What follows belongs to an exercise in optimizing a design on an open flow for small area; a production flow would make more cautious choices. In this exercise RTL edits were held to simulation tests only and were not proved equivalent to the original. Power and IR drop assume default switching activity.

## flow/design.v (module list and top-level ports; edited modules follow where they fit)
// module mfv: 352 lines
// module mfv_ao22: 14 lines
// module mfv_ao22b: 3 lines
// module mfv_bcd4: 274 lines
// module mfv_fa: 4 lines
// module mfv_ha: 4 lines
// module mfv_rdmux: 469 lines
// module mfv_cvmux: 248 lines
// module mfv_txmux: 62 lines
// module mfv_aoi222: 3 lines
// module mfv_aoi221: 3 lines
// module mfv_aoi22: 3 lines
// module mfv_aoi211: 3 lines
// module mfv_aoi21: 3 lines
// module mfv_nand2: 3 lines
// module mfv_nand3: 3 lines
// module mfv_nand4: 3 lines
// module mfv_nor2: 3 lines
// module mfv_nor3: 3 lines
// module mfv_nor4: 3 lines
// module mfv_or2: 3 lines
// module mfv_or3: 3 lines
// module mfv_or4: 3 lines
// module mfv_inv: 3 lines
module mfv (
    input             clk,
    input             rst,
    input             bus_valid,
    input             bus_write,
    input      [1:0]  bus_size,      
    input      [6:0]  bus_addr,      
    input      [31:0] bus_wdata,
    output reg        resp_valid,
    output reg        resp_err,
    output reg [31:0] resp_rdata,
    output            tx_valid,
    output     [7:0]  tx_data,
    input             tx_ready,
    input             rx_valid,
    input      [7:0]  rx_data,
    output            rx_ready,
    input             rx_timeout
);
  // ...
==> flow/flow/run.sh <==
#!/bin/bash
set -euo pipefail
export BUFFER_PORTS_ARGS="-buffer_cell sky130_fd_sc_hd__buf_1"
export RECOVER_POWER=100
export CTS_ARGS="-sink_clustering_enable -repair_clock_nets -dont_use_dummy_load -sink_clustering_size 24 -sink_clustering_max_diameter 120"
bash standard.sh finish > flow_make.log 2>&1
==> flow/standard.sh <==
#!/bin/bash
# synth_recipe.tcl (not shown) runs the flow's synth.tcl, then flattens the netlist and writes it again
# the make line also repeats each setting of config.mk as NAME=value (left out here)
make -C /OpenROAD-flow-scripts/flow DESIGN_CONFIG=/design/flow/config.mk WORK_HOME=/design/flow/orfs CLKGATE_MAP_FILE= SYNTH_SCRIPT=/design/flow/synth_recipe.tcl "${@:-finish}"
==> flow/config.mk <==
export PLATFORM = sky130hd
export DESIGN_NAME = mfv
export DESIGN_NICKNAME = mfv
export VERILOG_FILES = /design/flow/design.v
export SDC_FILE = /design/flow/constraint.sdc
export NUM_CORES = 4
export LEC_CHECK = 0
export CAP_MARGIN = 20
export CORE_MARGIN = 2
export CORE_UTILIZATION = 40
export CTS_CLUSTER_DIAMETER = 120
export CTS_CLUSTER_SIZE = 24
export SLEW_MARGIN = 20
export SYNTH_HIERARCHICAL = 1
==> flow/constraint.sdc <==
create_clock -name core_clock -period 20.0 [get_ports {clk}]
set_input_delay 4.0000 -clock core_clock [delete_from_list [all_inputs] [get_ports {clk}]]
set_output_delay 4.0000 -clock core_clock [all_outputs]
set_load 0.01 [all_outputs]
==> summary.txt, run 1 <==
Largest Register: rxbuf
Maximum Capacitance Violations: 12
Multi-input gate share of total cell area: 48.5%
Row count: 95
Total number of vias: 24,100
Pwr dens: 74.3 nW/µm²
CP top delay family: adder cells
Top Layer Used: met5
Met1 Wirelength: 48,600 µm
CTS clk-pin slew, worst paths: 0.10 ns
GR Overflow Total: 0
Worst path most repeated cell: fa_1
CTS buffer count: 30
Int Pwr: 1.63 mW
GR met1 Demand/Resource: 46.7%
Clock Sinks: 625
Area growth syn-to-layout: 8.84%
Status: failed layout checks
Slew Viols, Final: 466
Top Registers: rxbuf x184, eng_raw x128, cur_raw x56
Pin count of the biggest net entering global routing: 84
Final setup fails: 0
F_max: 65.5 MHz
Instance count on the critical path: 34
Fillcell total: 6,294
Layout Check Fails: capacitance limit, slew limit
Reg area: 12,500 µm²
Syn avg cell area: 11.1 µm²
==> inputs of run 2 (changes only) <==
==> flow/flow/run.sh (replaced) <==
#!/bin/bash
set -euo pipefail
export BUFFER_PORTS_ARGS="-buffer_cell sky130_fd_sc_hd__buf_1"
export CTS_ARGS="-sink_clustering_enable -repair_clock_nets -dont_use_dummy_load -sink_clustering_size 24 -sink_clustering_max_diameter 120"
bash standard.sh finish > flow_make.log 2>&1
==> run 2 against run 1 <==
Now clean on timing, DRC and antenna. Register-to-register slack better by 0.07 ns. Via count is 0.36% lower. Critical path depth stayed put. Synthesized cell count stayed put. Die area stayed put. Setup slack better by 0.52 ns. Cell area is 0.46% higher. Largest power group unchanged. Highest routed layer unchanged.
==> summary.txt, run 2 <==
CTS buffer count: 30 (unchanged)
Buffers added on ports: 99 (unchanged)
Final count of hold timing violations: 0 (unchanged)
# H-tree levels: 1 (unchanged)
Die area: 70,500 µm² (unchanged)
Post-synthesis net count: 2,669 (unchanged)
WL final: 121,000 µm (about the same)
Routed Antenna Nets: 0 (unchanged)
Post-DR vias/cell: 6.89 (was 6.91)
Worst setup SP type: input port (unchanged)
Mapped Area: 27,400 µm² (unchanged)
CTS clk-pin slew, worst paths: 0.10 ns (about the same)
Final setup fails: 0 (unchanged)
Worst R2R Setup Slack: 9.38 ns (was 9.31 ns)
Post-layout min period: 14.74 ns (was 15.26 ns)
Pwr dens: 74.0 nW/µm² (was 74.3 nW/µm²)
DR WL/cell: 34.8 µm (was 34.9 µm)
Area growth syn-to-layout: 9.33% (was 8.84%)
Initial antenna violation count: 5 (unchanged)
Largest Register: rxbuf (unchanged)
Max reg flops: 184 (unchanged)
Share of cells above drive strength 1: 5.52% (was 4.49%)
Hold Crit Class: reg2reg (unchanged)
Relative slew margins: 17.5% (was -132%)
Crit path largest cell delay: 0.66 ns (was 0.99 ns)
Critical path class: in2reg (unchanged)
Top Registers: rxbuf x184, eng_raw x128, cur_raw x56 (unchanged)
Later-pin clock latency in the skew report: 0.65 ns (about the same)
Multi-input gate area: 14,500 µm² (was 14,400 µm²)
Least-Margin Pin Slew: 1.24 ns (was 3.47 ns)
Root buf cell: clkbuf_16 (unchanged)
Reg area: 12,500 µm² (unchanged)
Total number of vias: 24,000 (was 24,100)
Die width: 266 µm (unchanged)
Critical-path maximum fanout: 32 (was 24)
Clock Sinks: 625 (unchanged)
Initial Util: 40.6% (unchanged)
Post-CTS setup repair buffer count: 0 (unchanged)
Vias in the first global route: 22,500 (unchanged)
Fillcell total: 6,275 (was 6,294)
DP Wirelength: 90,000 µm (unchanged)
Drt first pass iters: 10 (was 14)
Synth Instances: 2,475 (unchanged)
Worst Path Required: 20.53 ns (was 20.45 ns)
Ys Warns: 7 (unchanged)
Critical path arrival: 15.27 ns (was 15.72 ns)
Clock Skew: 0.113 ns (was 0.115 ns)
GRT Total Usage: 33.6% (unchanged)
Row count: 95 (unchanged)
CTS tree: yes (unchanged)
Worst path most repeated cell: fa_1 (unchanged)
Number of DRC markers in iteration 0: 5,148 (was 4,986)
Fin Hold WS: 0.481 ns (was 0.480 ns)
Commonest cells after routing, fill and taps aside: dfxtp_1, a22o_1, a222oi_1, nand2_1, xnor2_1 (unchanged)
Crit share post-route: 73.7% (was 76.3%)
Gp weighted congestion: 1.01 (unchanged)
First-pass GRT wire length: 172,000 µm (unchanged)
Pin count of the biggest net entering global routing: 84 (unchanged)
TNS Setup: 0 ns (unchanged)
Status: timing/DRC/antenna clean (was failed layout checks)
F_max: 67.8 MHz (was 65.5 MHz)
Commonest non-fill, non-tap cell in the layout: dfxtp_1 (unchanged)
Maximum Capacitance Violations: 0 (was 12)
Resized cells post-CTS: 0 (unchanged)
Hold buffers post-CTS: 0 (unchanged)
Core Util, Final: 44.4% (was 44.2%)
DRC: 0 (unchanged)
Unrepaired setup endpoints after global routing: false (unchanged)
Leak: 11.4 nW (was 11.2 nW)
Peak VDD IR: 0.110 mV (about the same)
CP max-delay cell: fa_1 (was clkbuf_1)
CP endpoint kind: flip-flop (unchanged)
Maximum clock insertion buffer count: 3 (unchanged)
DIE HEIGHT: 266 µm (unchanged)
Syn avg cell area: 11.1 µm² (unchanged)
Core ar.: 67,400 µm² (unchanged)
Slew Viols, Final: 0 (was 466)
Layout Nets: 2,804 (unchanged)
Num ports: 100 (unchanged)
GR Overflow Total: 0 (unchanged)
[run 2: cell type report]
class                   instances  area share [%]
repair buffers                148            2.51
clock buffers                  30            2.51
flip-flops and latches        625            41.8
diodes                          1         0.00837
inverters                      73           0.916
well taps                     873            3.65
multi-input cells            1732            48.6
[run 2: power breakdown]
group          switching (mW)  internal (mW)
Clock                   0.403          0.267
Sequential             0.0363           1.26
Combinational           0.143          0.103
[run 2: final timing paths]
kind                from              to  depth (start not counted)
max          bus_addr[2]  resp_rdata[27]                         34
min          eng_raw[97]     eng_raw[97]                          1
max reg2reg  bcd_raw[28]  resp_rdata[27]                         29
min reg2reg  eng_raw[97]     eng_raw[97]                          1
[run 2: metal layers]
metal,GRT usage [%],vias to the layer above,part of all wire [%]
met2,48.3,1805,41
met1,46.7,11900,40
li1,-,10000,-
met4,16.5,4,6.0
met3,8.66,296,13
met5,0,-,0.017
[run 2: critical path: cells and delay by family]
family                   cells  cell delay [ns]
AO/OA/AOI/OAI                2             0.70
XOR/XNOR                     1             0.15
adder cells (fa/ha/maj)     24             8.57
buffers and inverters        2             0.56
AND/OR/NAND/NOR              5             1.27
[run 2: per-stage QoR]
step | cell area [µm²] | std cells | power (mW) | setup WS [ns]
final | 29900 | 3482 | 2.21 | 5.26
after global routing | 29900 | 3481 | 2.28 | 4.90
after CTS | 29900 | 3481 | 2.21 | 5.33
after detailed placement | 29100 | 3451 | 1.57 | 4.67
after global placement | 29100 | 3451 | 1.56 | 4.82
after floorplan | 27400 | 2475 | 1.48 | 5.08
==> inputs of run 3 (changes only) <==
==> flow/flow/run.sh (replaced) <==
#!/bin/bash
set -euo pipefail
export BUFFER_PORTS_ARGS="-buffer_cell sky130_fd_sc_hd__buf_1"
export CTS_ARGS="-sink_clustering_enable -repair_clock_nets -dont_use_dummy_load -sink_clustering_size 30 -sink_clustering_max_diameter 100"
bash standard.sh finish > flow_make.log 2>&1
--- a/flow/config.mk
+++ b/flow/config.mk
@@ -8,7 +8,7 @@
 export CAP_MARGIN = 20
 export CORE_MARGIN = 2
 export CORE_UTILIZATION = 40
-export CTS_CLUSTER_DIAMETER = 120
-export CTS_CLUSTER_SIZE = 24
+export CTS_CLUSTER_DIAMETER = 100
+export CTS_CLUSTER_SIZE = 30
 export SLEW_MARGIN = 20
 export SYNTH_HIERARCHICAL = 1
==> run 3 against run 2 <==
Largest cell class unchanged. Register-to-register slack got worse by 0.02 ns. Final cell count is 0.14% lower. Global-route usage is essentially flat. Power shrank 2.0%. Still clean. Via count is 0.31% lower. Cell area fell by 0.34%. Count of clock-buffer cells in the layout decreased by 4. Sequential share of layout area up 0.14 points. Clock power decreased by 6.7%. Combinational power about the same. Critical endpoint unchanged. Routed wire length barely moved. Non-clock buffer count is the same.
==> summary.txt, run 3 <==
CTS buffer count: 26 (was 30)
Maximum Capacitance Violations: 0 (unchanged)
Clock Skew: 0.0882 ns (was 0.113 ns)
Peak VDD IR: 0.110 mV (about the same)
Top Registers: rxbuf x184, eng_raw x128, cur_raw x56 (unchanged)
Post-layout min period: 14.78 ns (was 14.74 ns)
First-pass GRT wire length: 172,000 µm (about the same)
Later-pin clock latency in the skew report: 0.65 ns (about the same)
CTS clk-pin slew, worst paths: 0.12 ns (was 0.10 ns)
F_max: 67.6 MHz (was 67.8 MHz)
WHS Path Cells: 1 (unchanged)
GRT Total Usage: 33.5% (was 33.6%)
Core ar.: 67,400 µm² (unchanged)
Worst Path Required: 20.53 ns (about the same)
Commonest non-fill, non-tap cell in the layout: dfxtp_1 (unchanged)
Gp weighted congestion: 1.01 (unchanged)
Die area: 70,500 µm² (unchanged)
Resized cells post-CTS: 0 (unchanged)
DIE HEIGHT: 266 µm (unchanged)
Core Util, Final: 44.2% (was 44.4%)
Max reg flops: 184 (unchanged)
Routed Antenna Nets: 0 (unchanged)
Maximum clock insertion buffer count: 3 (unchanged)
Post-DR vias/cell: 6.88 (was 6.89)
Slew Viols, Final: 0 (unchanged)
Total number of vias: 23,900 (was 24,000)
Worst path most repeated cell: fa_1 (unchanged)
Row count: 95 (unchanged)
Post-CTS setup repair buffer count: 0 (unchanged)
Critical path class: in2reg (unchanged)
Buffers added on ports: 99 (unchanged)
Leak: 11.3 nW (was 11.4 nW)
Unrepaired setup endpoints after global routing: false (unchanged)
Initial antenna violation count: 4 (was 5)
Status: timing/DRC/antenna clean (unchanged)
Initial Util: 40.6% (unchanged)
Post-synthesis net count: 2,669 (unchanged)
Hold buffers post-CTS: 0 (unchanged)
Area growth syn-to-layout: 8.96% (was 9.33%)
Crit path largest cell delay: 0.66 ns (about the same)
Fillcell total: 6,287 (was 6,275)
Final setup fails: 0 (unchanged)
Fin Hold WS: 0.483 ns (was 0.481 ns)
Post-Place Worst Slack: 4.67 ns (unchanged)
CP endpoint kind: flip-flop (unchanged)
Vias in the first global route: 22,500 (about the same)
Clock Sinks: 625 (unchanged)
Worst setup SP type: input port (unchanged)
Share of cells above drive strength 1: 5.38% (was 5.52%)
Multi-input gate area: 14,500 µm² (unchanged)
Number of DRC markers in iteration 0: 5,326 (was 5,148)
Pwr dens: 72.8 nW/µm² (was 74.0 nW/µm²)
CP max-delay cell: fa_1 (unchanged)
DP Wirelength: 90,000 µm (unchanged)
Num ports: 100 (unchanged)
Crit share post-route: 73.9% (was 73.7%)
Hold Crit Class: reg2reg (unchanged)
# H-tree levels: 1 (unchanged)
Commonest cells after routing, fill and taps aside: dfxtp_1, a22o_1, a222oi_1, nand2_1, xnor2_1 (unchanged)
DRC: 0 (unchanged)
Largest Register: rxbuf (unchanged)
Ys Warns: 7 (unchanged)
Syn avg cell area: 11.1 µm² (unchanged)
DR WL/cell: 34.9 µm (was 34.8 µm)
Fin worst setup slack: 5.22 ns (was 5.26 ns)
Reg area: 12,500 µm² (unchanged)
TNS Setup: 0 ns (unchanged)
Least-Margin Pin Slew: 1.25 ns (was 1.24 ns)
Layout Nets: 2,800 (was 2,804)
Synth Instances: 2,475 (unchanged)
Mapped Area: 27,400 µm² (unchanged)
Critical path arrival: 15.31 ns (was 15.27 ns)
Root buf cell: clkbuf_16 (unchanged)
Relative slew margins: 16.9% (was 17.5%)
Critical-path maximum fanout: 32 (unchanged)
WL final: 121,000 µm (about the same)
GR Overflow Total: 0 (unchanged)
Die width: 266 µm (unchanged)
Pin count of the biggest net entering global routing: 84 (unchanged)
Drt first pass iters: 11 (was 10)
CTS tree: yes (unchanged)
Worst R2R Path Depth: 29 (unchanged)
Final count of hold timing violations: 0 (unchanged)
Ant diodes: 0 (was 1)
## run 3: critical path, delay by kind of cell
family | cells | cell delay (ns)
compound gates | 2 | 0.68
simple gates | 5 | 1.27
xor+xnor | 1 | 0.16
fa+ha+maj | 24 | 8.59
buf+inv | 2 | 0.56
## run 3: cell type report
| class | instances | share of cell area [%] |
|---|---|---|
| Multi-Input combinational cell | 1732 | 48.7 |
| Tap cell | 873 | 3.66 |
| Inverter | 73 | 0.919 |
| Sequential cell | 625 | 42.0 |
| Clock buffer | 26 | 2.18 |
| Timing Repair Buffer | 148 | 2.52 |
## run 3: path summary, 6_finish.rpt
check,startpoint,endpoint,slack (ns)
setup / recovery,bus_addr[2],resp_rdata[27],5.22
hold / removal,crc_calc[12],crc_calc[12],0.48
setup reg to reg,bcd_raw[28],resp_rdata[27],9.36
hold reg to reg,crc_calc[12],crc_calc[12],0.48
## run 3: power by group
part	leakage, nW	switching, mW	internal (mW)
sequential	5.04	0.0365	1.26
combinational	5.98	0.143	0.103
clock	0.320	0.391	0.234
total	11.3	0.570	1.60
## run 3: layer usage
layer / vias to the layer above / part of all wire, % / track usage [%]
met5: - / 0.011 / 0
met4: 2 / 6.3 / 17.0
met3: 318 / 13 / 8.62
met2: 1818 / 41 / 48.1
met1: 11800 / 40 / 46.5
li1: 10000 / - / -
## run 3: per-stage QoR
step	cell area, µm²	instances	total power [mW]
after floorplan	27400	2475	1.48
after detailed placement	29100	3451	1.57
after global placement	29100	3451	1.56
after global routing	29800	3477	2.24
after CTS	29800	3477	2.17
final	29800	3477	2.17

-- re-timing with driven ports --
In the flow no input, the clock included, has a driving cell. The finished layouts below were timed again as built, in two steps.
Step 1 (the two cells are an assumption about what drives the block):
set clk [get_ports {clk}]
set_driving_cell -lib_cell sky130_fd_sc_hd__clkbuf_16 $clk
set_driving_cell -lib_cell sky130_fd_sc_hd__buf_2 [delete_from_list [all_inputs] $clk]
Step 2 times the ports against the registers' clock, not the clock port: input delays grow and output delays shrink by t, the midpoint of the rising clock arrivals with the driver on.
Three values: ideal ports, drivers, drivers and shift; two values: the first two.
| run | t (ns) | slack for setup (ns) | hold slack, ns | pins driven straight from the clock port |
|---|---|---|---|---|
| run 1 | 0.652 | 4.735 / 4.762 / 4.110 | 0.480 / 0.480 / 0.480 | 1 |
| run 2 | 0.653 | 5.255 / 5.288 / 4.634 | 0.481 / 0.481 / 0.481 | 1 |
| run 3 | 0.660 | 5.216 / 5.251 / 4.590 | 0.483 / 0.483 / 0.483 | 1 |
The setup slack of run 3, which loses most, moves by +0.035 ns with the drivers and by -0.626 ns with both steps.
